Source: an optimization exercise on an open RTL-to-GDS flow (aim: small area, a short achievable clock period and few clock cycles). Production flows keep margins and buffers that such runs may drop. RTL that was checked went through simulation tests only; none was proved equivalent to the original. Function not checked in runs 5 to 7: the RTL went through the layout flow alone. Power is estimated from default activity; no workload was simulated.

<file path="flow/config.mk">
export PLATFORM = sky130hd
export DESIGN_NAME = gfce_codec
export DESIGN_NICKNAME = gfce_codec
export VERILOG_FILES = /design/flow/design.v
export SDC_FILE = /design/flow/constraint.sdc
export NUM_CORES = 4
export LEC_CHECK = 0
export CAP_MARGIN = 20
export CORE_MARGIN = 2
export CORE_UTILIZATION = 32
export CTS_BUF_LIST = sky130_fd_sc_hd__clkbuf_8
export SETUP_SLACK_MARGIN = 1.95
export SLEW_MARGIN = 20
</file>
<file path="flow/constraint.sdc">
create_clock -name core_clock -period 4.0 [get_ports {clk}]
set_input_delay 0.8000 -clock core_clock [delete_from_list [all_inputs] [get_ports {clk}]]
set_output_delay 0.8000 -clock core_clock [all_outputs]
set_load 0.01 [all_outputs]
</file>
<file path="flow/standard.sh">
#!/bin/bash
# synth_recipe.tcl (not shown) runs the flow's synth.tcl, then flattens the netlist and writes it again
# the make line also repeats each setting of config.mk as NAME=value (left out here)
make -C /OpenROAD-flow-scripts/flow DESIGN_CONFIG=/design/flow/config.mk WORK_HOME=/design/flow/orfs CLKGATE_MAP_FILE= SYNTH_SCRIPT=/design/flow/synth_recipe.tcl "${@:-finish}"
</file>
<file path="flow/flow/run.sh">
#!/bin/bash
set -euo pipefail
export BUFFER_PORTS_ARGS="-buffer_cell sky130_fd_sc_hd__buf_1"
export CTS_ARGS="-sink_clustering_enable -repair_clock_nets -buf_list sky130_fd_sc_hd__clkbuf_8 -dont_use_dummy_load"
bash standard.sh > standard_flow.log 2>&1
</file>
<file path="flow/design.v">
module gfce_crc_byte (
    input  wire [15:0] crc_in,
    input  wire [7:0]  data,
    output reg  [15:0] crc_out
);
    integer i;
    always @(*) begin
        crc_out = crc_in ^ {8'h00, data};
        for (i = 0; i < 8; i = i + 1) begin
            if (crc_out[0])
                crc_out = (crc_out >> 1) ^ 16'h8408;
            else
                crc_out = crc_out >> 1;
        end
    end
endmodule
module gfce_tx #(
    parameter [7:0] LOCAL_ADDR = 8'h42
) (
    input  wire       clk,
    input  wire       rst,
    input  wire       req_valid,
    output wire       req_ready,
    input  wire [7:0] req_dest,
    input  wire [7:0] req_cmd,
    input  wire [7:0] req_plen,
    input  wire       pl_valid,
    output wire       pl_ready,
    input  wire [7:0] pl_data,
    output wire       out_valid,
    input  wire       out_ready,
    output wire [7:0] out_data,
    output wire       done,
    output wire [3:0] done_status,
    output wire [7:0] done_inserted
);
    localparam [7:0] ESC = 8'hE0, ACK = 8'hE1, SOF = 8'hE2, EOF = 8'hE3;
    localparam [15:0] CRC_SOF = 16'hC4FF;    
    reg s_start, s_dest, s_len, s_src, s_cmd, s_pay, s_crch, s_crcl, s_eof, s_ack, s_rej;
    reg        hv;             
    reg [7:0]  h;
    reg        pend;           
    reg [1:0]  pend_lo;        
    reg [15:0] crc;            
    reg [7:0]  count;          
    reg [7:0]  inserted;       
    reg        ack_wait;       
    reg        rq_idle;        
    reg        pay_go;         
    reg        pay_idle;       
    wire gen = !hv || out_ready;     
    wire pop = hv && out_ready;
    assign out_valid     = hv;
    assign out_data      = h;
    assign done          = s_rej || (ack_wait && out_ready);
    assign done_status   = {s_rej, 3'b000};
    assign done_inserted = inserted;
    function automatic is_res(input [7:0] b);
        is_res = (b[7:2] == 6'b111000);
    endfunction
    wire       too_long = (req_plen[7:3] == 5'b11111);    
    wire [7:0] fc = ({8{s_dest}} & req_dest) | ({8{s_len}} & count) |
                    ({8{s_src}} & LOCAL_ADDR) | ({8{s_cmd}} & req_cmd) |
                    ({8{s_pay}} & pl_data);
    wire [7:0] fb = fc | ({8{s_crch}} & crc[15:8]) | ({8{s_crcl}} & crc[7:0]);
    wire res = (s_dest && is_res(req_dest)) || (s_len && is_res(count)) ||
               (s_cmd && is_res(req_cmd)) || (s_pay && is_res(pl_data)) ||
               (s_crch && is_res(crc[15:8])) || (s_crcl && is_res(crc[7:0]));
    wire [15:0] crc_next;
    gfce_crc_byte u_crc (.crc_in(crc), .data(fc), .crc_out(crc_next));
    wire interior = s_dest || s_len || s_src || s_cmd || s_pay || s_crch || s_crcl;
    wire ready_st = (interior && !s_pay) || (s_pay && pl_valid) || s_eof || s_ack;
    wire go       = gen && !pend;
    wire proc     = go && ready_st;                           
    wire start    = gen && s_start && req_valid && !too_long;  
    wire reject   = s_start && !hv && req_valid && too_long;
    wire esc_now  = proc && res;
    wire push     = gen && (pend || ready_st || (s_start && req_valid && !too_long));
    assign req_ready = rq_idle || (s_cmd && out_ready);
    assign pl_ready  = pay_idle || (pay_go && out_ready);
    reg [7:0] pb;
    always @(*) begin
        if (pend)
            pb = {6'b110000, pend_lo};
        else if (s_start)
            pb = SOF;
        else if (s_eof)
            pb = EOF;
        else if (s_ack)
            pb = ACK;
        else if (res)
            pb = ESC;
        else
            pb = fb;
    end
    reg s_start_n, s_dest_n, s_len_n, s_src_n, s_cmd_n, s_pay_n, s_crch_n, s_crcl_n,
        s_eof_n, s_ack_n, s_rej_n, hv_n, pend_n;
    always @(*) begin
        {s_start_n, s_dest_n, s_len_n, s_src_n, s_cmd_n, s_pay_n, s_crch_n, s_crcl_n,
         s_eof_n, s_ack_n, s_rej_n} =
            {s_start, s_dest, s_len, s_src, s_cmd, s_pay, s_crch, s_crcl, s_eof, s_ack, s_rej};
        hv_n   = hv;
        pend_n = pend;
        if (push) hv_n = 1'b1;
        else if (pop) hv_n = 1'b0;
        if (gen) begin
            if (pend) pend_n = 1'b0;
            else if (esc_now) pend_n = 1'b1;
        end
        if (start) begin
            s_start_n = 1'b0;
            s_dest_n  = 1'b1;
        end
        if (reject) begin
            s_start_n = 1'b0;
            s_rej_n   = 1'b1;
        end
        if (s_rej) begin
            s_rej_n   = 1'b0;
            s_start_n = 1'b1;
        end
        if (proc) begin
            s_dest_n = 1'b0;
            s_len_n  = s_dest;
            s_src_n  = s_len;
            s_cmd_n  = s_src;
            s_crcl_n = s_crch;
            s_eof_n  = s_crcl;
            s_ack_n  = s_eof;
            if (s_ack) s_start_n = 1'b1;
            if (s_cmd) begin
                s_pay_n  = (count != 8'd8);
                s_crch_n = (count == 8'd8);
            end else begin
                s_pay_n  = s_pay && (count != 8'd9);
                s_crch_n = s_pay && (count == 8'd9);
            end
        end
    end
    always @(posedge clk) begin
        if (rst) begin
            {s_start, s_dest, s_len, s_src, s_cmd, s_pay, s_crch, s_crcl, s_eof, s_ack, s_rej} <=
                11'b100_0000_0000;
            hv       <= 1'b0;
            pend     <= 1'b0;
            ack_wait <= 1'b0;
            rq_idle  <= 1'b0;
            pay_go   <= 1'b0;
            pay_idle <= 1'b0;
        end else begin
            {s_start, s_dest, s_len, s_src, s_cmd, s_pay, s_crch, s_crcl, s_eof, s_ack, s_rej} <=
                {s_start_n, s_dest_n, s_len_n, s_src_n, s_cmd_n, s_pay_n, s_crch_n, s_crcl_n,
                 s_eof_n, s_ack_n, s_rej_n};
            hv       <= hv_n;
            pend     <= pend_n;
            ack_wait <= s_start_n && hv_n;
            rq_idle  <= s_rej_n || (s_cmd_n && !hv_n);
            pay_go   <= s_pay_n && !pend_n;
            pay_idle <= s_pay_n && !pend_n && !hv_n;
        end
    end
    always @(posedge clk) begin
        if (push) h <= pb;
        if (!pend) pend_lo <= fb[1:0];
        if (start)
            crc <= CRC_SOF;
        else if (proc && (s_dest || s_len || s_src || s_cmd || s_pay))
            crc <= crc_next;
        if (start)
            inserted <= 8'd0;
        else if (pend && gen)
            inserted <= inserted + 8'd1;
        if (s_start)
            count <= {req_plen[7:3] + 5'd1, req_plen[2:0]};
        else if (proc && s_pay)
            count <= count - 8'd1;
    end
endmodule
module gfce_rx (
    input  wire       clk,
    input  wire       rst,
    input  wire       in_valid,
    output wire       in_ready,
    input  wire [7:0] in_data,
    output reg        pl_valid,
    output reg  [7:0] pl_data,
    output reg        done,
    output wire [3:0] status,
    output wire [7:0] msg_dest,
    output wire [7:0] msg_len,
    output wire [7:0] msg_src,
    output wire [7:0] msg_cmd
);
    localparam [7:0] ESC = 8'hE0, SOF = 8'hE2, EOF = 8'hE3;
    localparam [7:0] RX_LIMIT = 8'd255;    
    localparam [15:0] CRC_SOF = 16'hC4FF;  
    reg [7:0]  idx;         
    reg        escp;        
    reg        escerr;      
    reg        len_ok;      
    reg        early;       
    reg [15:0] crc;         
    reg [7:0]  d1, d2;      
    reg [7:0]  b_dest, b_len, b_src, b_cmd;
    reg [2:0]  st;
    assign in_ready = 1'b1;
    assign status   = {1'b0, st};
    assign msg_dest = b_dest;
    assign msg_len  = b_len;
    assign msg_src  = b_src;
    assign msg_cmd  = b_cmd;
    wire [15:0] crc_next;
    gfce_crc_byte u_crc (.crc_in(crc), .data(d2), .crc_out(crc_next));
    wire is_sof = (in_data == SOF);
    wire is_eof = (in_data == EOF);
    wire is_esc = (in_data == ESC);
    wire [7:0] value    = {in_data[7:6], in_data[5] ^ escp, in_data[4:0]};
    wire       reserved = (value[7:2] == 6'b111000);
    wire       other    = in_valid && !is_sof && !is_eof && !is_esc;
    wire       store    = other && (idx != RX_LIMIT);
    wire       restart  = in_valid && (is_sof || is_eof);
    wire len_bad = (idx[7:1] == 7'd0) || !len_ok;
    wire crc_bad = (crc != {d2, d1});
    wire lowlen   = (b_len[7:3] == 5'd0);
    wire lsmall  = len_bad || (!crc_bad && lowlen);
    wire [2:0] eof_status = {escerr || escp || (!len_bad && crc_bad),
                             escerr || escp || lsmall,
                             escerr || (!escp && lsmall)};
    always @(posedge clk) begin
        if (rst) begin
            idx      <= 8'd0;
            escp     <= 1'b0;
            escerr   <= 1'b0;
            pl_valid <= 1'b0;
            done     <= 1'b0;
            early    <= 1'b1;
        end else begin
            done     <= in_valid && is_eof;
            pl_valid <= store && (idx >= 8'd6);
            if (restart) begin
                early  <= 1'b1;
                idx    <= 8'd0;
                escp   <= 1'b0;
                escerr <= 1'b0;
            end else if (in_valid && is_esc) begin
                if (escp)
                    escerr <= 1'b1;
                escp <= 1'b1;
            end else if (other) begin
                escp <= 1'b0;
                if (escp && !reserved)
                    escerr <= 1'b1;
                if (store)
                    idx <= idx + 8'd1;
                if (store && idx[1:0] == 2'd3)
                    early <= 1'b0;
            end
        end
    end
    always @(posedge clk) begin
        pl_data <= d2;
        if (in_valid && is_eof)
            st <= eof_status;
        if (rst || restart)
            crc <= CRC_SOF;
        else if (store && (idx >= 8'd2))
            crc <= crc_next;
        if (store) begin
            d1 <= value;
            d2 <= d1;
            if (idx == 8'd1)
                len_ok <= (value == 8'd4);
            else
                len_ok <= ({1'b0, b_len} == {1'b0, idx} + 9'd3);
            if (early) begin
                case (idx[1:0])
                    2'd0: b_dest <= value;
                    2'd1: b_len  <= value;
                    2'd2: b_src  <= value;
                    2'd3: b_cmd  <= value;
                endcase
            end
        end
    end
endmodule
module gfce_codec (
    input  wire       clk,
    input  wire       rst,
    input  wire       tx_req_valid,
    output wire       tx_req_ready,
    input  wire [7:0] tx_req_dest,
    input  wire [7:0] tx_req_cmd,
    input  wire [7:0] tx_req_plen,
    input  wire       tx_pl_valid,
    output wire       tx_pl_ready,
    input  wire [7:0] tx_pl_data,
    output wire       tx_out_valid,
    input  wire       tx_out_ready,
    output wire [7:0] tx_out_data,
    output wire       tx_done,
    output wire [3:0] tx_done_status,
    output wire [7:0] tx_done_inserted,
    input  wire       rx_in_valid,
    output wire       rx_in_ready,
    input  wire [7:0] rx_in_data,
    output wire       rx_pl_valid,
    output wire [7:0] rx_pl_data,
    output wire       rx_done,
    output wire [3:0] rx_status,
    output wire [7:0] rx_dest,
    output wire [7:0] rx_len,
    output wire [7:0] rx_src,
    output wire [7:0] rx_cmd
);
    gfce_tx #(.LOCAL_ADDR(8'h42)) u_tx (
        .clk(clk), .rst(rst),
        .req_valid(tx_req_valid), .req_ready(tx_req_ready),
        .req_dest(tx_req_dest), .req_cmd(tx_req_cmd), .req_plen(tx_req_plen),
        .pl_valid(tx_pl_valid), .pl_ready(tx_pl_ready), .pl_data(tx_pl_data),
        .out_valid(tx_out_valid), .out_ready(tx_out_ready), .out_data(tx_out_data),
        .done(tx_done), .done_status(tx_done_status), .done_inserted(tx_done_inserted)
    );
    gfce_rx u_rx (
        .clk(clk), .rst(rst),
        .in_valid(rx_in_valid), .in_ready(rx_in_ready), .in_data(rx_in_data),
        .pl_valid(rx_pl_valid), .pl_data(rx_pl_data),
        .done(rx_done), .status(rx_status),
        .msg_dest(rx_dest), .msg_len(rx_len), .msg_src(rx_src), .msg_cmd(rx_cmd)
    );
endmodule
</file>
==> run summary, run 1 <==
CORE AREA 0.0211 sq mm; Layout area overhead 16.7%; via count 5026; pin count of the biggest net entering global routing 32; Clk network pwr share 26.0%; met3 track demand over resource 3.70%; GR peak layer met2; share of cells above drive strength 1 14.0%; clk buf depth 2; antenna violations before repair 0; met2 Use GR 24.6%; Initial DRC Count 298; DRC Markers 0; Core Rows 53; status complete, no violations; Crit. End Element output pin; VDD IR max 0.187 mV; Fin. Hold Viols 0; first-pass GRT wire length 26.0 mm; CTS Sinks 148; synthesized area per cell 11.1 sq um; max_cap viols 0; # setup viols final 0; Final Util 38.2%; crit path kind input pin to output pin; RSZ-0062 raised after global routing true; Logic pwr share 18.5%; Placement Cell Area 0.00761 sq mm; ANT nets after route 0; clock buffer count from CTS 17; sequential share of power 55.4%; Placed Cells incl. Taps 986; Tot GR Track Use 14.9%; Seq/Total Area, Yosys 53.1%; crit path launch type input pin; post-synth cell types 70; Skew-Pair Late Insertion Delay 0.45 ns; gr ovfl total 0; DP HPWL 12.0 mm; clock root buffer clkbuf_8; Syn Std Cell Area 0.00690 sq mm; Die X-Extent 151 microns; Slew Viols, Final 0; 1st-pass router iterations 4; die span in y 151 microns; Worst-Margin Slew 0.871 ns; Die ar. 0.0228 sq mm; Initial Util 32.7%; post-synth top area share 30.5%; routed vias/inst 4.95; routability cong. 0.768; crit path DAT 1.23 ns; asr flop ratio synth 0%; commonest non-fill, non-tap cell in the layout buf_1; cell area after layout 0.00805 sq mm; Post-synth EDFFs 70; Yosys reg bits 148; Post-Synthesis Cells 624; cell area power density 404 mW/mm^2; clk_skew 0.0321 ns; number of global-route vias before repair 4802; Synth area leaders edfxtp_1 (30%), dfxtp_1 (23%), xnor2_1 (6.5%); Lkg Pwr 2.72 nW; fin crit period 2.03 ns; cts hold-fix bufs 0; H-tree lvl count 4; hold crit path type register to register; CTS tree done; num ports 117; antenna cells 0; PortBufs 111; Clk pin slew, worst setup/hold paths 0.09 ns; Psw 908 uW; Sw Share 27.9%; Fin Setup TNS 0 ns; crit-path max FO 4; top achievable clock speed 492 MHz; Req. time, crit path 3.20 ns; Synth Warn # 3; Avg WL per Cell 16.3 microns; cell taking the most area after synthesis edfxtp_1; Top FF cell, synth dfxtp_1; most frequent cells in the layout buf_1 (106), edfxtp_1 (70), dfxtp_1 (67), nand2_1 (55), xnor2_1 (51); final net count 799; Pwr Total 3.25 mW; final period utilization 50.8%; met1 Use GR 19.6%; final non-filler cell total 1016; internal power 2.34 mW; Max-slew headroom 41.8%; final wirelength 16.6 mm
## what timing repair did
item	4_1_cts	5_1_grt
endpoints found under the setup margin	70	97
pin swaps	1	5
setup buffers	4	9
resized for setup	17	16
## power by group through the flow
stage	Combinational, mW	Clock (mW)	Sequential [mW]
floorplan	0.425	0	1.81
global placement	0.556	0	1.84
detailed placement	0.560	0	1.84
CTS	0.573	0.875	1.80
global route	0.665	0.931	1.82
finish	0.603	0.846	1.80
## metrics by stage
stage                     hold WS, ns  setup WS [ns]
after floorplan                 0.409           1.84
after global placement          0.438           1.23
after detailed placement        0.441           1.18
after CTS                       0.461           1.91
after global routing            0.490           1.91
final                           0.454           1.97
## cell type report
| type | count | area, sq um |
|---|---|---|
| fill | 2108 | 13000 |
| sequential | 148 | 3680 |
| multi-input combinational | 434 | 3150 |
| timing repair buffer | 134 | 612 |
| tap | 275 | 344 |
| clock buffer | 17 | 234 |
| inverter | 8 | 30.0 |
## sequential cells by signal (all words and copies together), names as in the netlist, 2 cells and up
signal,flops
u_rx.crc,16
u_rx.pl_data,8
u_rx.b_cmd,8
u_rx.idx,8
u_rx.b_dest,8
u_rx.b_src,8
u_tx.h,8
u_rx.b_len,8
u_rx.d2,8
u_tx.crc,16
u_tx.count,8
u_tx.inserted,8
u_rx.st,3
u_tx.pend_lo,2
u_rx.d1,8
## metal layers
layer  vias to the layer above  part of all wire [%]
li1                       2463                     -
met5                         -                     0
met4                         0                   1.0
met2                       130                    49
met1                      2420                    45
met3                        13                   5.2
## path summary, 6_finish.rpt
check,from,to,slack [ns],cells after the start
min reg2reg,u_rx.d2[6]$_DFFE_PP_,u_rx.pl_data[6]$_DFF_P_,0.45,0
max,tx_out_ready,tx_req_ready,1.97,3
min,u_rx.d2[6]$_DFFE_PP_,u_rx.pl_data[6]$_DFF_P_,0.45,0
max reg2reg,u_tx.count[5]$_DFFE_PP_,u_tx.h[1]$_DFFE_PP_,2.03,5
## cell families (layout without fill, tap and decap cells)
logic type / after synthesis / in the layout / share of synthesized area, %
AO/OA/AOI/OAI: 118 / 118 / 12.1
XOR/XNOR: 91 / 91 / 12.6
adder cells (fa/ha/maj): 10 / 10 / 1.81
buffers and inverters: 45 / 159 / 3.72
flip-flops: 148 / 148 / 53.1
multiplexers: 14 / 14 / 2.03
other: 2 / 5 / 0.109
AND/OR/NAND/NOR: 196 / 196 / 14.6
## cell usage after synthesis, types with 7 or more instances
cell and number:
nand2_1 56, nor4_1 10, edfxtp_1 70, a22oi_1 12
o21ai_0 18, a21oi_1 27, buf_2 10, clkbuf_1 11
nand3_1 8, inv_1 7, nor2_1 43, xnor2_1 51
mux2i_1 14, and3_1 8, ha_1 10, nor3_1 11
dfxtp_1 78, nand4_1 19, buf_4 10, xor2_1 32
## worst max-delay path, cell delays in order
cell	delay (ns)
buf_2	0.13
a21o_1	0.17
buf_2	0.14
Testbench counts, summed over its fixed seeds: cycles 18,293.
==> inputs of run 2 (changes only) <==
--- a/flow/config.mk
+++ b/flow/config.mk
@@ -7,7 +7,7 @@
 export LEC_CHECK = 0
 export CAP_MARGIN = 20
 export CORE_MARGIN = 2
-export CORE_UTILIZATION = 32
+export CORE_UTILIZATION = 40
 export CTS_BUF_LIST = sky130_fd_sc_hd__clkbuf_8
-export SETUP_SLACK_MARGIN = 1.95
+export SETUP_SLACK_MARGIN = 1.9
 export SLEW_MARGIN = 20
==> run 2 against run 1 <==
Against the previous run:
- die area down 20%
- design area shrank 1.7%
- first-iteration DRC count rose by 26%
- synthesized cell count unchanged
- highest routed layer unchanged
==> run summary, run 2 <==
Sw Share 27.9%; clk buf depth 2; Post-Synthesis Cells 624; Syn Std Cell Area 0.00690 sq mm; worst hold slack 0.453 ns; Worst-Margin Slew 0.996 ns; Synth Area in Compound Gates 12.1%; hold crit path type register to register; pin count of the biggest net entering global routing 32; Seq/Total Area, Yosys 53.1%; fillers 1618; num ports 117; Tot GR Track Use 18.1%; cell area power density 409 mW/mm^2; crit path DAT 1.29 ns; Skew-Pair Late Insertion Delay 0.45 ns; Synth Warn # 3; internal power 2.33 mW; clk_skew 0.0303 ns; Initial DRC Count 376; sequential share of power 55.9%; cell with the most instances after synthesis dfxtp_1; Psw 903 uW; fin crit period 2.09 ns; Layout area overhead 14.7%; number of global-route vias before repair 4773; H-tree lvl count 4; Storage cell area 0.00368 sq mm; cell taking the most area after synthesis edfxtp_1; PortBufs 111; Top FF cell, synth dfxtp_1; Final Util 46.4%; RSZ-0062 raised after global routing false; largest family of logic cells by synthesized area simple AND/OR/NAND/NOR gates; CTS Sinks 148; most frequent cells in the layout buf_1 (108), edfxtp_1 (70), dfxtp_1 (68), nand2_1 (56), xnor2_1 (51); first-pass GRT wire length 25.5 mm; final net count 788; Max-slew headroom 33.6%; CTS tree done; DRC Markers 0; synthesized area per cell 11.1 sq um; Slew Viols, Final 0; routability cong. 0.847; synth cell count leaders dfxtp_1 (78), edfxtp_1 (70), nand2_1 (56), xnor2_1 (51), nor2_1 (43); Req. time, crit path 3.20 ns; gr ovfl total 0; clock buffer count from CTS 17; Die X-Extent 135 microns; crit path kind input pin to output pin; CORE AREA 0.0171 sq mm; share of cells above drive strength 1 11.8%; crit path launch type input pin; Logic pwr share 18.1%; Die ar. 0.0183 sq mm; DP HPWL 12.1 mm; Synth area leaders edfxtp_1 (30%), dfxtp_1 (23%), xnor2_1 (6.5%); post-synth cell types 70; # setup viols final 0; Fin Setup TNS 0 ns; Yosys reg bits 148; mux cell area share after synthesis 2.03%; Fin. Hold Viols 0; Clk pin slew, worst setup/hold paths 0.08 ns; Initial Util 40.5%; Post-synth EDFFs 70; biggest regs u_rx.crc: 16 flops, u_tx.crc: 16 flops; VDD IR max 0.217 mV; ANT nets after route 0; commonest non-fill, non-tap cell in the layout buf_1; Avg WL per Cell 17.2 microns; routed vias/inst 5.28; crit-path max FO 4; final wirelength 16.4 mm; Multi-input gate area 0.00316 sq mm; Synth Area in Simple Gates 14.6%; antenna violations before repair 0; via count 5043; clock root buffer clkbuf_8; final period utilization 52.2%; Crit. End Element output pin; Core Rows 48; max_cap viols 0; post-synth top area share 30.5%; 1st-pass router iterations 5; antenna cells 0; die span in y 135 microns; Adder-Cell Fraction of Synth Area 1.81%; Post-Synth XOR/XNOR Area 12.6%; top achievable clock speed 479 MHz; status complete, no violations; asr flop ratio synth 0%; Clk network pwr share 26.0%; Lkg Pwr 2.66 nW
-- run 2: layout make-up --
| type | instances | share of cell area [%] |
|---|---|---|
| inverter | 8 | 0.380 |
| sequential | 148 | 46.5 |
| tap | 225 | 3.56 |
| timing repair buffer | 123 | 6.71 |
| clock buffer | 17 | 2.96 |
| multi-input combinational | 434 | 39.9 |
-- run 2: kinds of logic (layout without fill, tap and decap cells) --
logic type | count (synthesis) | after routing
compound gates | 118 | 118
buf+inv | 45 | 148
mux | 14 | 14
simple gates | 196 | 196
xor+xnor | 91 | 91
other cells | 2 | 5
fa+ha+maj | 10 | 10
flops | 148 | 148
-- run 2: power groups by stage --
stage	clock, mW	sequential (mW)	combinational [mW]
after floorplan	0	1.81	0.422
after global placement	0	1.84	0.536
after detailed placement	0	1.84	0.549
after CTS	0.877	1.81	0.559
after global routing	0.938	1.82	0.638
final	0.842	1.81	0.585
-- run 2: critical path: stages --
cell,delay (ns)
buf_2,0.12
a21o_1,0.21
buf_2,0.15
-- run 2: path summary, 6_finish.rpt --
path                                           endpoint  cells after the start  slack [ns]             startpoint
worst max-delay path                       tx_req_ready                      3        1.91           tx_out_ready
worst min-delay path            u_rx.pl_data[5]$_DFF_P_                      0        0.45   u_rx.d2[5]$_DFFE_PP_
worst max register to register      u_tx.h[1]$_DFFE_PP_                      8        2.00  u_tx.s_cmd$_SDFF_PP0_
worst min register to register  u_rx.pl_data[5]$_DFF_P_                      0        0.45   u_rx.d2[5]$_DFFE_PP_
-- run 2: timing repair --
item                                    in CTS  in global routing
endpoints found under the setup margin      65                 96
setup buffers                                2                  2
gates resized for setup                     15                 15
pin swaps                                    1                  3
hold buffers                                 0                  0
-- run 2: per-layer routing --
layer  global-route usage [%]  wire length [microns]  vias up
met1                     23.2                   7270     2439
met4                     6.37                    247        0
li1                         -                      -     2447
met5                        0                      0        -
met3                     4.56                    701       17
met2                     30.0                   8160      140
-- run 2: through the flow --
stage / total power [mW] / worst slack (ns) / cell area (sq um) / instances
floorplan: 2.23 / 1.84 / 7000 / 627
finish: 3.24 / 1.91 / 7910 / 955
global placement: 2.37 / 1.31 / 7520 / 934
CTS: 3.24 / 1.91 / 7820 / 953
global route: 3.40 / 1.90 / 7910 / 955
detailed placement: 2.39 / 1.24 / 7520 / 934
==> inputs of run 3 (changes only) <==
==> flow/flow/run.sh (replaced) <==
#!/bin/bash
set -euo pipefail
export BUFFER_PORTS_ARGS="-buffer_cell sky130_fd_sc_hd__buf_1"
bash standard.sh > standard_flow.log 2>&1
--- a/flow/config.mk
+++ b/flow/config.mk
@@ -9,5 +9,6 @@
 export CORE_MARGIN = 2
 export CORE_UTILIZATION = 40
 export CTS_BUF_LIST = sky130_fd_sc_hd__clkbuf_8
-export SETUP_SLACK_MARGIN = 1.9
+export GPL_TIMING_DRIVEN = 0
+export SETUP_SLACK_MARGIN = 1.8
 export SLEW_MARGIN = 20
==> run 3 against run 2 <==
Against the previous run:
- still clean
- flip-flop and latch count stayed put
- area after synthesis stayed put
- global-route usage is 1.3 points higher
- synthesized cell count stayed put
- clock skew is 0.020 ns lower
- sequential power hardly changed
- die area stayed put
- first-iteration DRC count is 2.7% higher
- sequential share of layout area is 1.5 points lower
- cell count is 4.5% higher
- non-clock buffer count is 28 higher
- routed wire length is 4.9% higher
- critical path type is now register to output pin
- critical endpoint unchanged
- largest power group unchanged
==> run summary, run 3 <==
number of global-route vias before repair 5307; Fin Setup TNS 0 ns; asr flop ratio synth 0%; Die X-Extent 135 microns; pin count of the biggest net entering global routing 27; 1st-pass router iterations 6; cell area power density 441 mW/mm^2; routability cong. 0.858; Die ar. 0.0183 sq mm; cts hold-fix bufs 0; DP HPWL 12.6 mm; CTS tree done; Layout area overhead 18.1%; DRC Markers 0; post-synth cell types 70; share of cells above drive strength 1 13.8%; biggest regs u_rx.crc: 16 flops, u_tx.crc: 16 flops; Synth Warn # 3; final wirelength 17.2 mm; synthesized area per cell 11.1 sq um; crit path DAT 1.31 ns; VDD IR max 0.248 mV; RSZ-0062 raised after global routing true; Slew Viols, Final 0; Req. time, crit path 3.20 ns; crit-path max FO 8; ANT nets after route 0; Max-slew headroom 57.9%; first-pass GRT wire length 27.7 mm; num ports 117; Crit. End Element output pin; cell with the most instances after synthesis dfxtp_1; Yosys reg bits 148; commonest non-fill, non-tap cell in the layout buf_1; PortBufs 111; Post-synth EDFFs 70; most frequent cells in the layout buf_1 (105), dfxtp_1 (78), edfxtp_1 (70), nand2_1 (56), xnor2_1 (51); Initial Util 40.5%; Core Rows 48; Syn Std Cell Area 0.00690 sq mm; Avg WL per Cell 17.2 microns; Fin. Hold Viols 0; Clk pin slew, worst setup/hold paths 0.09 ns; Skew-Pair Late Insertion Delay 0.46 ns; clock buffer count from CTS 17; crit path launch type register; worst r2r path cells 9; via count 5295; clock root buffer clkbuf_8; crit path buf inv count 3; status complete, no violations; GR peak layer met2; synth cell count leaders dfxtp_1 (78), edfxtp_1 (70), nand2_1 (56), xnor2_1 (51), nor2_1 (43); Initial DRC Count 386; crit-path max cell delay 0.32 ns; H-tree lvl count 4; hold crit path type register to register; fin crit period 2.11 ns; antenna violations before repair 0; clk buf depth 2; Crit-path slowest cell dfxtp_1; critical path depth in cells 4; # setup viols final 0; Post-Synthesis Cells 624; post-synth top area share 30.5%; Tot GR Track Use 19.5%; final period utilization 52.8%; delay-heaviest family, CP buffers and inverters; worst hold path stage count 0; met3 track demand over resource 5.05%; Seq/Total Area, Yosys 53.1%; met2 Use GR 31.8%; final net count 816; die span in y 135 microns; cell chain of the critical path buf_6 -> buf_8 -> a21o_1 -> buf_2; Top FF cell, synth dfxtp_1; cell taking the most area after synthesis edfxtp_1; Synth area leaders edfxtp_1 (30%), dfxtp_1 (23%), xnor2_1 (6.5%); routed vias/inst 5.31; max_cap viols 0; antenna cells 0; Worst-Margin Slew 0.630 ns; crit path kind register to output pin; CORE AREA 0.0171 sq mm; Lkg Pwr 2.85 nW; CTS Sinks 148; Pwr Total 3.59 mW; clk_skew 0.0104 ns; top achievable clock speed 473 MHz; gr ovfl total 0; met1 Use GR 25.1%
## run 3: metal layers
metal | wire length (microns) | part of all wire, %
met1 | 7520 | 44
met2 | 8380 | 49
met3 | 970 | 5.6
met4 | 318 | 1.9
met5 | 0 | 0
## run 3: cell type report
cell class                      count  area (sq um)
Fill cell                        1651          8910
Buffer                             37           251
Inverter                            8          30.0
Clock buffer                       17           234
Timing Repair Buffer              114           448
Sequential cell                   148          3660
Multi-Input combinational cell    434          3060
Clock inverter                     15           179
Tap cell                          225           282
## run 3: cell families (layout without fill, tap and decap cells)
logic type,after synthesis,after routing,synth area share (%)
AO/OA/AOI/OAI,118,118,12.1
XOR/XNOR,91,91,12.6
adder cells (fa/ha/maj),10,10,1.81
buffers and inverters,45,191,3.72
flip-flops,148,148,53.1
multiplexers,14,14,2.03
other,2,5,0.109
AND/OR/NAND/NOR,196,196,14.6
## run 3: where the power goes
group	switching [mW]	total, mW	internal, mW
Clock	0.590	1.21	0.621
Combinational	0.338	0.589	0.252
Sequential	0.0961	1.79	1.70
Total	1.02	3.59	2.57
## run 3: path summary, 6_finish.rpt
kind	startpoint	to	slack, ns
max	u_tx.s_cmd$_SDFF_PP0_	tx_req_ready	1.89
min	u_rx.d2[3]$_DFFE_PP_	u_rx.pl_data[3]$_DFF_P_	0.46
max reg2reg	u_rx.idx[0]$_SDFFE_PP0P_	u_rx.len_ok$_DFFE_PP_	1.92
min reg2reg	u_rx.d2[3]$_DFFE_PP_	u_rx.pl_data[3]$_DFF_P_	0.46
## run 3: worst register-to-register path: stages (launching register included)
cell and delay (ns):
dfxtp_1 0.36, clkbuf_2 0.23, inv_1 0.10, ha_1 0.25, nand3b_1 0.24, nor2b_1 0.17
a32oi_1 0.09, a22oi_1 0.21, nand4_1 0.13, o41ai_1 0.09
## run 3: stage by stage
step	util, %	hold WS, ns	worst slack [ns]	instances	instance area (sq um)
finish	47.8	0.462	1.89	998	8150
global route	47.8	0.489	1.72	998	8150
CTS	47.6	0.465	1.82	997	8120
detailed placement	44.9	0.443	1.17	963	7650
global placement	44.9	0.431	1.21	963	7650
floorplan	-	0.409	1.80	627	6960
## run 3: timing repair
item / in CTS / in global routing
endpoints found under the setup margin: 57 / 31
buffers inserted: 2 / 1
endpoints found under the hold margin: 0 / 0
gates resized for setup: 11 / 11
pin swaps: 0 / 0
==> inputs of run 4 (changes only) <==
==> flow/config.mk (replaced) <==
export PLATFORM = sky130hd
export DESIGN_NAME = gfce_codec
export DESIGN_NICKNAME = gfce_codec
export VERILOG_FILES = /design/flow/design.v
export SDC_FILE = /design/flow/constraint.sdc
export NUM_CORES = 4
export LEC_CHECK = 0
export CAP_MARGIN = 0
export CORE_MARGIN = 2
export CORE_UTILIZATION = 40
export CTS_BUF_LIST = sky130_fd_sc_hd__clkbuf_8
export SETUP_SLACK_MARGIN = 1.8
export SLEW_MARGIN = 0
==> run 4 against run 3 <==
Against the previous run:
- register-to-register slack barely moved
- core utilization down 1.5 points
- critical endpoint unchanged
- largest cell class unchanged
- clock power shrank 8%
- sequential power hardly changed
- flip-flop and latch count is the same
- non-clock buffer count is 33 lower
==> run summary, run 4 <==
DP HPWL 11.8 mm; Tot GR Track Use 18.2%; worst hold path stage count 0; cell with the most instances after synthesis dfxtp_1; DRC Markers 0; fillers 1636; max_cap viols 0; die span in y 135 microns; CTS tree done; # setup viols final 0; first-pass GRT wire length 25.9 mm; cell area after layout 0.00790 sq mm; Fin. Hold Viols 0; setup ws final 1.90 ns; synthesized area per cell 11.1 sq um; fin crit period 2.10 ns; r2r endpoint u_tx.h[4]$_SDFFCE_PP0P_; status complete, no violations; Die ar. 0.0183 sq mm; asr flop ratio synth 0%; antenna violations before repair 0; Max-slew headroom 29.6%; Layout area overhead 14.5%; post-synth cell types 70; reg2reg start u_tx.s_crcl$_SDFFE_PP0N_; hold path startpoint u_rx.d2[3]$_DFFE_PP_; routed vias/inst 5.20; final non-filler cell total 965; CTS Sinks 148; synth cell count leaders dfxtp_1 (78), edfxtp_1 (70), nand2_1 (56), xnor2_1 (51), nor2_1 (43); Lkg Pwr 2.69 nW; Placement Cell Area 0.00747 sq mm; Yosys reg bits 148; crit path kind register to output pin; Final Util 46.3%; ANT nets after route 0; Setup WS pre-CTS 1.13 ns; gr ovfl total 0; final period utilization 52.5%; Worst-Margin Slew 1.06 ns; final net count 783; Synth Warn # 3; 1st-pass router iterations 4; routability cong. 0.847; hold crit path type register to register; num ports 117; most frequent cells in the layout buf_1 (111), dfxtp_1 (72), edfxtp_1 (70), nand2_1 (56), xnor2_1 (51); CORE AREA 0.0171 sq mm; Slew Viols, Final 0; Req. time, crit path 3.20 ns; Clk pin slew, worst setup/hold paths 0.08 ns; clk_skew 0.0170 ns; Storage cell area 0.00367 sq mm; Die X-Extent 135 microns; Syn Std Cell Area 0.00690 sq mm; Synth area leaders edfxtp_1 (30%), dfxtp_1 (23%), xnor2_1 (6.5%); final wirelength 16.1 mm; Seq/Total Area, Yosys 53.1%; clk buf depth 2; number of global-route vias before repair 4906; VDD IR max 0.228 mV; pin count of the biggest net entering global routing 32; Skew-Pair Late Insertion Delay 0.47 ns; post-synth top area share 30.5%; clock buffer count from CTS 17; top achievable clock speed 476 MHz; H-tree lvl count 4; worst hold slack 0.455 ns; cts hold-fix bufs 0; cell taking the most area after synthesis edfxtp_1; commonest non-fill, non-tap cell in the layout buf_1; Initial DRC Count 251; cell area power density 439 mW/mm^2; crit path DAT 1.30 ns; Avg WL per Cell 16.7 microns; RSZ-0062 raised after global routing false; worst r2r path cells 6; biggest regs u_rx.crc: 16 flops, u_tx.crc: 16 flops; via count 5020; Core Rows 48; share of cells above drive strength 1 11.6%; Worst R2R Setup Slack 1.93 ns; Hold Path End u_rx.pl_data[3]$_DFF_P_; Initial Util 40.5%; clock root buffer clkbuf_8; Placed Cells incl. Taps 932; Post-Synthesis Cells 624; Multi-input gate area 0.00306 sq mm; Post-synth EDFFs 70; crit path launch type register; crit-path max FO 17; Pwr Total 3.47 mW; antenna cells 0; Crit. End Element output pin; PortBufs 111; Top FF cell, synth dfxtp_1; Fin Setup TNS 0 ns
run 4: cell count changes in the layout (fill, tap and decap cells not counted), moves of 2 or more:
cell and change:
clkbuf_2 -5, buf_6 -8, buf_4 -4, buf_1 +6, clkbuf_1 -8, dfxtp_2 +6, nor3_2 +2, bufinv_16 -2
buf_2 -14, clkinv_2 +3, dfxtp_1 -6, clkinv_1 -2
run 4: kinds of logic after synthesis:
logic type / share of synthesized area (%)
AOI/OAI and AO/OA: 12.1
xor gates and xnor gates: 12.6
adders and majority gates: 1.81
buffers and inverters: 3.72
DFF: 53.1
muxes: 2.03
other: 0.109
and+or+nand+nor: 14.6
run 4: how the worst max path moves through the flow:
stage,from,end,slack [ns],cells after the start
floorplan,tx_req_plen[3],u_tx.ack_wait$_SDFF_PP0_,1.80,8
global placement,rx_in_data[4],u_rx.crc[1]$_SDFFE_PP1P_,1.23,7
detailed placement,rx_in_data[1],u_rx.crc[15]$_SDFFE_PP1P_,1.13,6
CTS,u_tx.s_dest$_SDFFE_PP0P_,u_tx.crc[9]$_SDFFE_PP0P_,1.82,7
global route,u_tx.s_crcl$_SDFFE_PP0N_,u_tx.h[4]$_SDFFCE_PP0P_,1.80,6
finish,u_tx.s_cmd$_SDFF_PP0_,tx_req_ready,1.90,3
run 4: what timing repair did:
| item | in CTS | in global routing |
|---|---|---|
| hold endpoints to repair | 0 | 0 |
| pin swaps | 0 | 1 |
| setup buffers | 0 | 1 |
| resized for setup | 7 | 10 |
| setup endpoints to repair | 72 | 84 |
run 4: layer usage:
layer  vias to the layer above  wire (microns)  global-route usage [%]
li1                       2454               -                       -
met1                      2413            7060                    23.9
met2                       130            7940                    29.6
met3                        23             820                    3.97
met4                         0             328                    7.12
met5                         -               0                       0
run 4: area by class of cell:
| type | count | area share (%) |
|---|---|---|
| Sequential cell | 148 | 46.5 |
| Multi-Input combinational cell | 434 | 38.8 |
| Timing Repair Buffer | 118 | 6.04 |
| Tap cell | 225 | 3.56 |
| Clock buffer | 18 | 3.14 |
| Clock inverter | 14 | 1.60 |
| Inverter | 8 | 0.380 |
run 4: critical path, stage by stage (launching register included):
cell	delay [ns]
dfxtp_1	0.31
buf_4	0.24
a21o_1	0.14
buf_1	0.15
run 4: power by group:
group          switching [mW]  total, mW  internal, mW
clock                   0.599       1.11         0.514
sequential              0.108       1.81          1.70
combinational           0.310      0.551         0.241
total                    1.02       3.47          2.45
==> inputs of run 5 (changes only) <==
--- a/flow/design.v
+++ b/flow/design.v
@@ -44,15 +44,14 @@
     reg [15:0] crc;            
     reg [7:0]  count;          
     reg [7:0]  inserted;       
-    reg        ack_wait;       
-    reg        rq_idle;        
+    reg        ack_held;       
     reg        pay_go;         
     reg        pay_idle;       
     wire gen = !hv || out_ready;     
     wire pop = hv && out_ready;
     assign out_valid     = hv;
     assign out_data      = h;
-    assign done          = s_rej || (ack_wait && out_ready);
+    assign done          = s_rej || (ack_held && out_ready);
     assign done_status   = {s_rej, 3'b000};
     assign done_inserted = inserted;
     function automatic is_res(input [7:0] b);
@@ -76,7 +75,7 @@
     wire reject   = s_start && !hv && req_valid && too_long;
     wire esc_now  = proc && res;
     wire push     = gen && (pend || ready_st || (s_start && req_valid && !too_long));
-    assign req_ready = rq_idle || (s_cmd && out_ready);
+    assign req_ready = s_rej || (s_cmd && out_ready);
     assign pl_ready  = pay_idle || (pay_go && out_ready);
     reg [7:0] pb;
     always @(*) begin
@@ -143,8 +142,7 @@
                 11'b100_0000_0000;
             hv       <= 1'b0;
             pend     <= 1'b0;
-            ack_wait <= 1'b0;
-            rq_idle  <= 1'b0;
+            ack_held <= 1'b0;
             pay_go   <= 1'b0;
             pay_idle <= 1'b0;
         end else begin
@@ -153,10 +151,9 @@
                  s_eof_n, s_ack_n, s_rej_n};
             hv       <= hv_n;
             pend     <= pend_n;
-            ack_wait <= s_start_n && hv_n;
-            rq_idle  <= s_rej_n || (s_cmd_n && !hv_n);
+            ack_held <= (gen && s_ack && !pend) || (ack_held && !out_ready);
             pay_go   <= s_pay_n && !pend_n;
-            pay_idle <= s_pay_n && !pend_n && !hv_n;
+            pay_idle <= s_pay && !pend && gen && !pl_valid;
         end
     end
     always @(posedge clk) begin
@@ -261,7 +258,7 @@
         pl_data <= d2;
         if (in_valid && is_eof)
             st <= eof_status;
-        if (rst || restart)
+        if (store && (idx == 8'd1))
             crc <= CRC_SOF;
         else if (store && (idx >= 8'd2))
             crc <= crc_next;
==> flow/config.mk (replaced) <==
export PLATFORM = sky130hd
export DESIGN_NAME = gfce_codec
export DESIGN_NICKNAME = gfce_codec
export VERILOG_FILES = /design/flow/design.v
export SDC_FILE = /design/flow/constraint.sdc
export NUM_CORES = 4
export LEC_CHECK = 0
export CAP_MARGIN = 20
export CORE_MARGIN = 2
export CORE_UTILIZATION = 40
export CTS_BUF_LIST = sky130_fd_sc_hd__clkbuf_8
export SETUP_SLACK_MARGIN = 1.9
export SLEW_MARGIN = 20
==> run 5 against run 4 <==
Against the previous run:
- still clean
- die area up 1.4%
- clock skew decreased by 0.0064 ns
- first-iteration DRC count is 75% higher
- power up 22%
- critical endpoint unchanged
- largest cell class unchanged
==> run summary, run 5 <==
setup ws final 1.92 ns; H-tree lvl count 4; Lkg Pwr 2.97 nW; num ports 117; Crit. End Element output pin; Placement Cell Area 0.00760 sq mm; Tot GR Track Use 19.8%; Max-slew headroom 35.0%; RSZ-0062 raised after global routing true; post-synth top area share 30.0%; Initial DRC Count 438; worst r2r path cells 5; pin count of the biggest net entering global routing 24; cts hold-fix bufs 0; CTS Sinks 147; antenna violations before repair 0; Fin. Hold Viols 0; Setup WS pre-CTS 1.04 ns; Synth Warn # 3; crit-path max FO 6; antenna cells 0; gr ovfl total 0; cell area power density 514 mW/mm^2; clk buf depth 2; synth cell count leaders dfxtp_1 (77), edfxtp_1 (70), nor2_1 (56), xnor2_1 (44), nand2_1 (39); mux cell area share after synthesis 0.733%; VDD IR max 0.296 mV; crit path DAT 1.28 ns; final wirelength 18.1 mm; Fin Setup TNS 0 ns; Crit-path slowest cell a21o_1; routed vias/inst 5.45; worst hold slack 0.463 ns; PortBufs 111; cell area after layout 0.00822 sq mm; crit path launch type input pin; Req. time, crit path 3.20 ns; asr flop ratio synth 0%; hold crit path type register to register; Syn Std Cell Area 0.00700 sq mm; final period utilization 52.0%; DP HPWL 13.1 mm; CORE AREA 0.0172 sq mm; crit-path max cell delay 0.21 ns; Post-Synthesis Cells 639; Post-Synth XOR/XNOR Area 12.4%; die span in y 136 microns; fin crit period 2.08 ns; cell chain of the critical path buf_2 -> a21o_1 -> buf_1; Skew-Pair Late Insertion Delay 0.46 ns; clk_skew 0.0107 ns; Layout area overhead 17.5%; worst hold path stage count 0; post-synth cell types 73; Synth Area in Simple Gates 16.6%; largest family of logic cells by synthesized area simple AND/OR/NAND/NOR gates; biggest regs u_rx.crc: 16 flops, u_tx.crc: 16 flops; most frequent cells in the layout buf_1 (110), edfxtp_1 (70), dfxtp_1 (69), nor2_1 (54), xnor2_1 (40); routability cong. 0.900; 1st-pass router iterations 5; clock buffer count from CTS 17; Die X-Extent 136 microns; Core Rows 48; Synth area leaders edfxtp_1 (30%), dfxtp_1 (22%), xnor2_1 (5.5%); Adder-Cell Fraction of Synth Area 1.97%; Post-synth EDFFs 70; status complete, no violations; Seq/Total Area, Yosys 52.1%; share of cells above drive strength 1 14.8%; via count 5424; # setup viols final 0; DRC Markers 0; Yosys reg bits 147; Die ar. 0.0186 sq mm; Avg WL per Cell 18.2 microns; CTS tree done; Slew Viols, Final 0; Worst-Margin Slew 0.975 ns; top achievable clock speed 481 MHz; crit path kind input pin to output pin; synthesized area per cell 10.9 sq um; cell taking the most area after synthesis edfxtp_1; Final Util 47.9%; Clk pin slew, worst setup/hold paths 0.08 ns; max_cap viols 0; number of global-route vias before repair 5240; Initial Util 40.7%; ANT nets after route 0; cell with the most instances after synthesis dfxtp_1; final net count 815; Synth Area in Compound Gates 12.6%; first-pass GRT wire length 27.9 mm; commonest non-fill, non-tap cell in the layout buf_1; Top FF cell, synth dfxtp_1; clock root buffer clkbuf_8
-- run 5: cell count changes after synthesis, sizes merged, moves of 5 or more --
cell	previous run	this run
nor4	10	19
a211o	0	8
mux2i	14	4
nand4	19	12
nand2	56	39
xnor2	55	44
nand3	8	16
and3	8	13
nor3	14	20
xnor3	0	6
nor2	45	60
-- run 5: per-stage QoR --
step,power (mW),std cells
floorplan,2.90,642
global placement,3.13,947
detailed placement,3.15,947
CTS,4.22,991
global route,4.47,996
finish,4.23,996
-- run 5: cell type report --
cell class | count | area, sq um
clock buffers | 17 | 234
clock inverters | 15 | 120
fillers | 1610 | 8960
inverters | 10 | 45.0
multi-input cells | 453 | 3330
flip-flops and latches | 147 | 3660
well taps | 225 | 282
repair buffers | 128 | 546
repair inverters | 1 | 7.51
-- run 5: per-layer routing --
| layer | GRT usage (%) | vias up | wire [microns] | part of all wire (%) |
|---|---|---|---|---|
| li1 | - | 2588 | - | - |
| met1 | 26.2 | 2618 | 8050 | 44 |
| met2 | 31.4 | 197 | 8570 | 47 |
| met3 | 5.18 | 21 | 1170 | 6.5 |
| met4 | 7.23 | 0 | 310 | 1.7 |
| met5 | 0 | - | 0 | 0 |
-- run 5: critical path, delay by kind of cell --
kind,cells,cell delay (ns)
buffers and inverters,2,0.27
AOI/OAI and AO/OA,1,0.21
-- run 5: cells by family (layout without fill, tap and decap cells) --
| logic type | after synthesis | in the layout |
|---|---|---|
| AOI/OAI and AO/OA | 127 | 128 |
| and+or+nand+nor | 217 | 217 |
| other | 2 | 5 |
| buffers and inverters | 43 | 171 |
| muxes | 5 | 5 |
| xor gates and xnor gates | 87 | 87 |
| adders and majority gates | 11 | 11 |
| DFF | 147 | 147 |
-- run 5: power by group --
| part | internal (mW) | switching (mW) |
|---|---|---|
| Sequential | 1.79 | 0.232 |
| Clock | 0.483 | 0.571 |
| Combinational | 0.599 | 0.555 |
| Total | 2.87 | 1.36 |
-- run 5: final timing paths --
check | startpoint | endpoint | slack (ns)
min | u_rx.d2[2]$_DFFE_PN_ | u_rx.pl_data[2]$_DFF_P_ | 0.46
max reg2reg | u_rx.idx[7]$_SDFFE_PP0P_ | u_rx.crc[4]$_SDFFE_PP1P_ | 1.95
max | tx_out_ready | tx_req_ready | 1.92
min reg2reg | u_rx.d2[2]$_DFFE_PN_ | u_rx.pl_data[2]$_DFF_P_ | 0.46
-- run 5: repair_timing --
action / CTS / global route
endpoints found under the setup margin: 77 / 33
gates resized for setup: 11 / 24
gates cloned: 1 / 1
pin swaps: 4 / 7
buffers inserted: 11 / 4
==> inputs of run 6 (changes only) <==
--- a/flow/config.mk
+++ b/flow/config.mk
@@ -9,5 +9,5 @@
 export CORE_MARGIN = 2
 export CORE_UTILIZATION = 40
 export CTS_BUF_LIST = sky130_fd_sc_hd__clkbuf_8
-export SETUP_SLACK_MARGIN = 1.9
+export SETUP_SLACK_MARGIN = 2.05
 export SLEW_MARGIN = 20
==> run 6 against run 5 <==
Against the previous run:
- still clean on timing, DRC and antenna
- worst hold slack got worse by 0.00075 ns
- clock power rose by 21%
- core utilization rose by 3.5 points
- global-route usage rose by 0.69 points
- sequential power barely moved
- flip-flop and latch count did not move
- design area rose by 7.3%
- clock-buffer cell count rose by 1
- largest cell class unchanged
==> run summary, run 6 <==
PortBufs 111; final period utilization 49.8%; Core Rows 48; crit-path max FO 7; Req. time, crit path 4.34 ns; internal power 3.09 mW; antenna violations before repair 0; ANT nets after route 0; top achievable clock speed 502 MHz; final wirelength 19.0 mm; most frequent cells in the layout buf_1 (101), edfxtp_1 (70), dfxtp_1 (61), nor2_1 (48), buf_4 (44); number of global-route vias before repair 5343; routed vias/inst 5.45; # setup viols final 0; Fin Setup TNS 0 ns; 1st-pass router iterations 6; Die X-Extent 136 microns; first-pass GRT wire length 29.0 mm; pin count of the biggest net entering global routing 24; synthesized area per cell 10.9 sq um; worst r2r path cells 5; Lkg Pwr 3.17 nW; Post-Synthesis Cells 639; cts hold-fix bufs 0; CTS Sinks 147; commonest non-fill, non-tap cell in the layout buf_1; Skew-Pair Late Insertion Delay 0.46 ns; sequential share of power 44.4%; RSZ-0062 raised after global routing true; CP dominant cell by count or4_4; CORE AREA 0.0172 sq mm; Crit-path slowest cell or4_4; Placed Cells incl. Taps 946; fin crit period 1.99 ns; asr flop ratio synth 0%; num ports 117; Psw 1.46 mW; Final Util 51.3%; Fin. Hold Viols 0; Pwr Total 4.55 mW; Synth Warn # 3; crit path launch type register; Worst R2R Setup Slack 2.01 ns; crit path DAT 2.33 ns; worst hold slack 0.462 ns; Initial Util 40.7%; DP HPWL 13.2 mm; Seq/Total Area, Yosys 52.1%; synth cell count leaders dfxtp_1 (77), edfxtp_1 (70), nor2_1 (56), xnor2_1 (44), nand2_1 (39); Layout area overhead 26.1%; DRC Markers 0; Post-synth EDFFs 70; share of cells above drive strength 1 24.1%; Top FF cell, synth dfxtp_1; worst hold path stage count 0; Synth area leaders edfxtp_1 (30%), dfxtp_1 (22%), xnor2_1 (5.5%); Die ar. 0.0186 sq mm; Clk network pwr share 28.0%; clock buffer count from CTS 17; hold crit path type register to register; Logic pwr share 27.6%; final non-filler cell total 1026; max_cap viols 0; biggest regs u_rx.crc: 16 flops, u_tx.crc: 16 flops; post-synth top area share 30.0%; routability cong. 0.878; CTS tree done; Max-slew headroom 31.2%; post-synth cell types 73; VDD IR max 0.270 mV; via count 5590; Worst-Margin Slew 1.03 ns; cell chain of the critical path or4_4 -> or4_4 -> nand3_4 -> nor2_2 -> a211o_1; Syn Std Cell Area 0.00700 sq mm; antenna cells 0; H-tree lvl count 4; cell area power density 516 mW/mm^2; die span in y 136 microns; gr ovfl total 0; Crit. End Element register; clock root buffer clkbuf_8; Tot GR Track Use 20.5%; final net count 845; Slew Viols, Final 0; Sw Share 32.1%; cell with the most instances after synthesis dfxtp_1; crit path kind register to register; crit-path max cell delay 0.54 ns; Initial DRC Count 377; Clk pin slew, worst setup/hold paths 0.09 ns; clk buf depth 2; Avg WL per Cell 18.5 microns; Yosys reg bits 147; status complete, no violations; cell taking the most area after synthesis edfxtp_1; clk_skew 0.0130 ns
[run 6: cell counts after synthesis]
No cell type changed its count.
[run 6: area by class of cell]
cell class	count	area, sq um
fill	1538	8360
sequential	147	3680
multi-input combinational	454	3550
timing repair buffer	156	808
tap	225	282
clock buffer	18	248
clock inverter	14	189
inverter	10	45.0
timing repair inverter	2	12.5
[run 6: critical path: cells and delay by family (launching register included)]
family           cells  cell delay, ns
AND/OR/NAND/NOR      4            1.30
flip-flops           1            0.35
AO/OA/AOI/OAI        1            0.22
[run 6: layer usage]
metal / routed length (microns) / global-route usage (%) / up-vias
met3: 1070 / 4.88 / 30
met5: 0 / 0 / -
met2: 9120 / 33.1 / 189
li1: - / - / 2653
met1: 8430 / 26.9 / 2718
met4: 398 / 7.23 / 0
[run 6: what timing repair did]
| action | CTS | global route |
|---|---|---|
| pin swaps | 15 | 11 |
| gates resized for setup | 54 | 40 |
| setup buffers | 34 | 10 |
| cloned | 3 | 1 |
| setup endpoints to repair | 123 | 93 |
[run 6: stage by stage]
| stage | area [sq um] | setup WS, ns |
|---|---|---|
| final | 8820 | 2.01 |
| after detailed placement | 7670 | 1.03 |
| after floorplan | 7200 | 1.63 |
| after global placement | 7670 | 1.13 |
| after global routing | 8820 | 1.95 |
| after CTS | 8580 | 2.00 |
[run 6: path summary, 6_finish.rpt]
kind,startpoint,to
setup / recovery,u_rx.idx[7]$_SDFFE_PP0P_,u_rx.crc[4]$_SDFFE_PP1P_
hold / removal,u_rx.d2[6]$_DFFE_PN_,u_rx.pl_data[6]$_DFF_P_
setup reg to reg,u_rx.idx[7]$_SDFFE_PP0P_,u_rx.crc[4]$_SDFFE_PP1P_
hold reg to reg,u_rx.d2[6]$_DFFE_PN_,u_rx.pl_data[6]$_DFF_P_
[run 6: kinds of logic (layout without fill, tap and decap cells)]
logic type                 Yosys count  after routing  synth area share [%]
AOI/OAI and AO/OA                  127            128                  12.6
buffers and inverters               43            200                  3.54
DFF                                147            147                  52.1
other                                2              5                 0.107
and+or+nand+nor                    217            218                  16.6
xor gates and xnor gates            87             87                  12.4
muxes                                5              5                 0.733
adders and majority gates           11             11                  1.97
[run 6: power by group through the flow]
stage	Combinational (mW)	Sequential [mW]	Clock (mW)
floorplan	0.934	1.99	0
finish	1.25	2.02	1.27
global route	1.36	2.05	1.36
CTS	1.20	2.01	1.29
global placement	1.09	2.05	0
detailed placement	1.12	2.05	0
==> inputs of run 7 (changes only) <==
--- a/flow/design.v
+++ b/flow/design.v
@@ -44,14 +44,15 @@
     reg [15:0] crc;            
     reg [7:0]  count;          
     reg [7:0]  inserted;       
-    reg        ack_held;       
+    reg        ack_wait;       
+    reg        rq_idle;        
     reg        pay_go;         
     reg        pay_idle;       
     wire gen = !hv || out_ready;     
     wire pop = hv && out_ready;
     assign out_valid     = hv;
     assign out_data      = h;
-    assign done          = s_rej || (ack_held && out_ready);
+    assign done          = s_rej || (ack_wait && out_ready);
     assign done_status   = {s_rej, 3'b000};
     assign done_inserted = inserted;
     function automatic is_res(input [7:0] b);
@@ -65,8 +66,9 @@
     wire res = (s_dest && is_res(req_dest)) || (s_len && is_res(count)) ||
                (s_cmd && is_res(req_cmd)) || (s_pay && is_res(pl_data)) ||
                (s_crch && is_res(crc[15:8])) || (s_crcl && is_res(crc[7:0]));
+    wire [15:0] crc_cur = s_dest ? CRC_SOF : crc;
     wire [15:0] crc_next;
-    gfce_crc_byte u_crc (.crc_in(crc), .data(fc), .crc_out(crc_next));
+    gfce_crc_byte u_crc (.crc_in(crc_cur), .data(fc), .crc_out(crc_next));
     wire interior = s_dest || s_len || s_src || s_cmd || s_pay || s_crch || s_crcl;
     wire ready_st = (interior && !s_pay) || (s_pay && pl_valid) || s_eof || s_ack;
     wire go       = gen && !pend;
@@ -75,7 +77,7 @@
     wire reject   = s_start && !hv && req_valid && too_long;
     wire esc_now  = proc && res;
     wire push     = gen && (pend || ready_st || (s_start && req_valid && !too_long));
-    assign req_ready = s_rej || (s_cmd && out_ready);
+    assign req_ready = rq_idle || (s_cmd && out_ready);
     assign pl_ready  = pay_idle || (pay_go && out_ready);
     reg [7:0] pb;
     always @(*) begin
@@ -142,7 +144,8 @@
                 11'b100_0000_0000;
             hv       <= 1'b0;
             pend     <= 1'b0;
-            ack_held <= 1'b0;
+            ack_wait <= 1'b0;
+            rq_idle  <= 1'b0;
             pay_go   <= 1'b0;
             pay_idle <= 1'b0;
         end else begin
@@ -151,17 +154,16 @@
                  s_eof_n, s_ack_n, s_rej_n};
             hv       <= hv_n;
             pend     <= pend_n;
-            ack_held <= (gen && s_ack && !pend) || (ack_held && !out_ready);
+            ack_wait <= s_start_n && hv_n;
+            rq_idle  <= s_rej_n || (s_cmd_n && !hv_n);
             pay_go   <= s_pay_n && !pend_n;
-            pay_idle <= s_pay && !pend && gen && !pl_valid;
+            pay_idle <= s_pay_n && !pend_n && !hv_n;
         end
     end
     always @(posedge clk) begin
         if (push) h <= pb;
         if (!pend) pend_lo <= fb[1:0];
-        if (start)
-            crc <= CRC_SOF;
-        else if (proc && (s_dest || s_len || s_src || s_cmd || s_pay))
+        if (proc && (s_dest || s_len || s_src || s_cmd || s_pay))
             crc <= crc_next;
         if (start)
             inserted <= 8'd0;
@@ -206,8 +208,9 @@
     assign msg_len  = b_len;
     assign msg_src  = b_src;
     assign msg_cmd  = b_cmd;
+    wire [15:0] crc_cur = (idx == 8'd2) ? CRC_SOF : crc;
     wire [15:0] crc_next;
-    gfce_crc_byte u_crc (.crc_in(crc), .data(d2), .crc_out(crc_next));
+    gfce_crc_byte u_crc (.crc_in(crc_cur), .data(d2), .crc_out(crc_next));
     wire is_sof = (in_data == SOF);
     wire is_eof = (in_data == EOF);
     wire is_esc = (in_data == ESC);
@@ -217,7 +220,7 @@
     wire       store    = other && (idx != RX_LIMIT);
     wire       restart  = in_valid && (is_sof || is_eof);
     wire len_bad = (idx[7:1] == 7'd0) || !len_ok;
-    wire crc_bad = (crc != {d2, d1});
+    wire crc_bad = (crc_cur != {d2, d1});
     wire lowlen   = (b_len[7:3] == 5'd0);
     wire lsmall  = len_bad || (!crc_bad && lowlen);
     wire [2:0] eof_status = {escerr || escp || (!len_bad && crc_bad),
@@ -258,9 +261,7 @@
         pl_data <= d2;
         if (in_valid && is_eof)
             st <= eof_status;
-        if (store && (idx == 8'd1))
-            crc <= CRC_SOF;
-        else if (store && (idx >= 8'd2))
+        if (store && (idx >= 8'd2))
             crc <= crc_next;
         if (store) begin
             d1 <= value;
--- a/flow/config.mk
+++ b/flow/config.mk
@@ -9,5 +9,5 @@
 export CORE_MARGIN = 2
 export CORE_UTILIZATION = 40
 export CTS_BUF_LIST = sky130_fd_sc_hd__clkbuf_8
-export SETUP_SLACK_MARGIN = 2.05
+export SETUP_SLACK_MARGIN = 1.9
 export SLEW_MARGIN = 20
==> run 7 against run 6 <==
Against the previous run:
- still clean on timing, DRC and antenna
- flip-flop and latch count rose by 1
- worst setup slack got worse by 0.21 ns
- first-iteration DRC count rose by 42%
==> run summary, run 7 <==
pin count of the biggest net entering global routing 23; CTS tree done; Yosys reg bits 148; Seq/Total Area, Yosys 55.6%; Post-Synthesis Cells 656; clock root buffer clkbuf_8; antenna violations before repair 0; Setup WS pre-CTS 1.22 ns; cell chain of the critical path or4_4 -> o41a_4 -> o31ai_4 -> buf_4 -> buf_6 -> nor2_4; Syn Std Cell Area 0.00717 sq mm; share of cells above drive strength 1 21.7%; Storage cell area 0.00403 sq mm; Fin. Hold Viols 0; synth cell count leaders edfxtp_1 (102), nor2_1 (67), xnor2_1 (59), dfxtp_1 (46), nand2_1 (43); RSZ-0062 raised after global routing true; Initial DRC Count 535; Lkg Pwr 3.15 nW; crit path launch type register; r2r endpoint u_tx.crc[0]$_DFFE_PP_; Max-slew headroom 24.7%; via count 5798; hold crit path type register to register; Multi-input gate area 0.00329 sq mm; Worst R2R Setup Slack 1.80 ns; Die ar. 0.0190 sq mm; DP HPWL 13.2 mm; H-tree lvl count 4; GR peak layer met1; Worst-Margin Slew 1.13 ns; status complete, no violations; Skew-Pair Late Insertion Delay 0.46 ns; crit-path max cell delay 0.53 ns; Crit. End Element register; number of global-route vias before repair 5454; crit-path max FO 8; delay-heaviest family, CP compound AO/OA/AOI/OAI gates; crit path buf inv count 2; commonest non-fill, non-tap cell in the layout buf_1; Post-synth EDFFs 102; clk_skew 0.0114 ns; biggest regs u_rx.crc: 16 flops, u_tx.crc: 16 flops; Layout area overhead 25.3%; Initial Util 41.1%; gr ovfl total 0; die span in y 138 microns; VDD IR max 0.254 mV; worst hold slack 0.503 ns; met2 Use GR 29.7%; setup ws final 1.80 ns; Core Rows 48; clock buffer count from CTS 17; Synth area leaders edfxtp_1 (43%), dfxtp_1 (13%), xnor2_1 (7.2%); cell with the most instances after synthesis edfxtp_1; antenna cells 0; post-synth top area share 42.7%; reg2reg start u_tx.s_len$_SDFFE_PP0N_; Req. time, crit path 4.18 ns; post-synth cell types 66; Tot GR Track Use 20.5%; hold path startpoint u_tx.inserted[7]$_SDFFE_PP0P_; most frequent cells in the layout buf_1 (107), edfxtp_1 (102), nor2_1 (60), xnor2_1 (53), buf_4 (41); Fin Setup TNS 0 ns; CORE AREA 0.0174 sq mm; CTS Sinks 148; # setup viols final 0; synthesized area per cell 10.9 sq um; Synth Warn # 3; crit path DAT 2.38 ns; Top FF cell, synth edfxtp_1; fin crit period 2.20 ns; fillers 1554; Final Util 51.6%; clk buf depth 2; first-pass GRT wire length 29.4 mm; PortBufs 111; Crit-path slowest cell or4_4; routed vias/inst 5.56; num ports 117; ANT nets after route 0; worst hold path stage count 2; crit path kind register to register; Die X-Extent 138 microns; final period utilization 55.0%; 1st-pass router iterations 9; final wirelength 19.5 mm; final net count 860; top achievable clock speed 454 MHz; max_cap viols 0; met3 track demand over resource 4.86%; DRC Markers 0; cell taking the most area after synthesis edfxtp_1; Slew Viols, Final 0; asr flop ratio synth 0%; Hold Path End u_tx.inserted[7]$_SDFFE_PP0P_; cell area power density 404 mW/mm^2; routability cong. 0.896; Clk pin slew, worst setup/hold paths 0.07 ns; worst r2r path cells 6; met1 Use GR 29.8%; Avg WL per Cell 18.7 microns
==> run 7: worst max-delay path by stage <==
stage                            startpoint                       end  slack (ns)  cells past startpoint
floorplan           u_tx.s_len$_SDFFE_PP0N_  u_tx.pay_idle$_SDFF_PP0_        1.80                      6
global placement              rx_in_data[7]   u_rx.b_src[7]$_DFFE_PP_        1.33                      6
detailed placement            rx_in_data[0]     u_rx.crc[2]$_DFFE_PP_        1.22                      4
CTS                 u_tx.s_len$_SDFFE_PP0N_    u_tx.pay_go$_SDFF_PP0_        1.76                      6
global route        u_tx.s_len$_SDFFE_PP0N_       u_tx.h[1]$_DFFE_PP_        1.76                      7
finish              u_tx.s_len$_SDFFE_PP0N_     u_tx.crc[0]$_DFFE_PP_        1.80                      6
==> run 7: cell type report <==
cell class	instances	share of cell area, %
sequential	148	44.9
clock buffer	18	2.76
inverter	21	0.934
clock inverter	14	1.81
timing repair buffer	164	9.73
multi-input combinational	451	36.6
tap	225	3.14
timing repair inverter	1	0.0557
==> run 7: layer usage <==
layer | up-vias | share of wire [%]
met3 | 35 | 8.1
met2 | 277 | 44
met5 | - | 0
met4 | 0 | 1.7
li1 | 2684 | -
met1 | 2802 | 46
==> run 7: cell families (layout without fill, tap and decap cells) <==
family | Yosys count | after routing | synth area share (%)
multiplexers | 4 | 4 | 0.594
flip-flops | 148 | 148 | 55.6
buffers and inverters | 61 | 218 | 3.72
XOR/XNOR | 87 | 87 | 10.6
other | 2 | 5 | 0.105
AND/OR/NAND/NOR | 220 | 221 | 15.8
adder cells (fa/ha/maj) | 10 | 10 | 1.75
AO/OA/AOI/OAI | 124 | 124 | 11.8
==> run 7: tightest hold or removal path, cell delays in order (launching register included) <==
cell and delay, ns:
dfxtp_1 0.32, o21ai_0 0.07, a21oi_1 0.06
==> run 7: metrics by stage <==
step | power, mW | cells | area (sq um)
final | 3.62 | 1042 | 8980
after global routing | 3.75 | 1042 | 8980
after global placement | 2.32 | 957 | 7860
after CTS | 3.58 | 1017 | 8600
after detailed placement | 2.33 | 957 | 7860
after floorplan | 2.19 | 659 | 7350
==> run 7: what timing repair did <==
| action | 4_1_cts | 5_1_grt |
|---|---|---|
| hold buffers | 0 | 0 |
| cloned | 2 | 0 |
| hold endpoints to repair | 0 | 0 |
| pin swaps | 17 | 19 |
| gates resized for setup | 41 | 50 |
| endpoints found under the setup margin | 154 | 74 |
| buffers inserted | 26 | 25 |
==> run 7: where the power goes <==
part | internal (mW) | leakage [nW] | total (mW) | switching [mW]
Clock | 0.630 | 0.202 | 1.22 | 0.587
Combinational | 0.262 | 1.61 | 0.587 | 0.325
Sequential | 1.74 | 1.34 | 1.82 | 0.0775
Total | 2.63 | 3.15 | 3.62 | 0.990

[static timing again, ports no longer ideal]
Ports are ideal in the flow. The routed layouts listed here were re-timed in OpenROAD. Step 1 sets driving cells, clkbuf_16 on the clock port and buf_2 on the other inputs (assumed; they add their load-dependent delay and slew). Step 2 times the ports against the registers' clock, not the clock port: input delays grow and output delays shrink by t, the midpoint of the rising clock arrivals with the driver on. Slacks: ideal / step 1 / step 2; pairs: ideal / step 1.
run	t, ns	setup WS [ns]	worst setup path after step 2
run 1	0.465	1.967 / 1.945 / 1.566	input to register
run 2	0.467	1.913 / 1.870 / 1.519	input to register
run 3	0.489	1.886 / 1.847 / 1.464	input to register
run 4	0.498	1.900 / 1.860 / 1.442	input to register
run 5	0.487	1.921 / 1.896 / 1.456	input to register
run 6	0.494	2.006 / 1.954 / 1.544	input to register
run 7	0.489	1.799 / 1.799 / 1.501	input to register
After both steps every run listed still meets setup and hold. The setup slack of run 5, which loses most, moves by -0.025 ns with the drivers and by -0.465 ns with both steps.
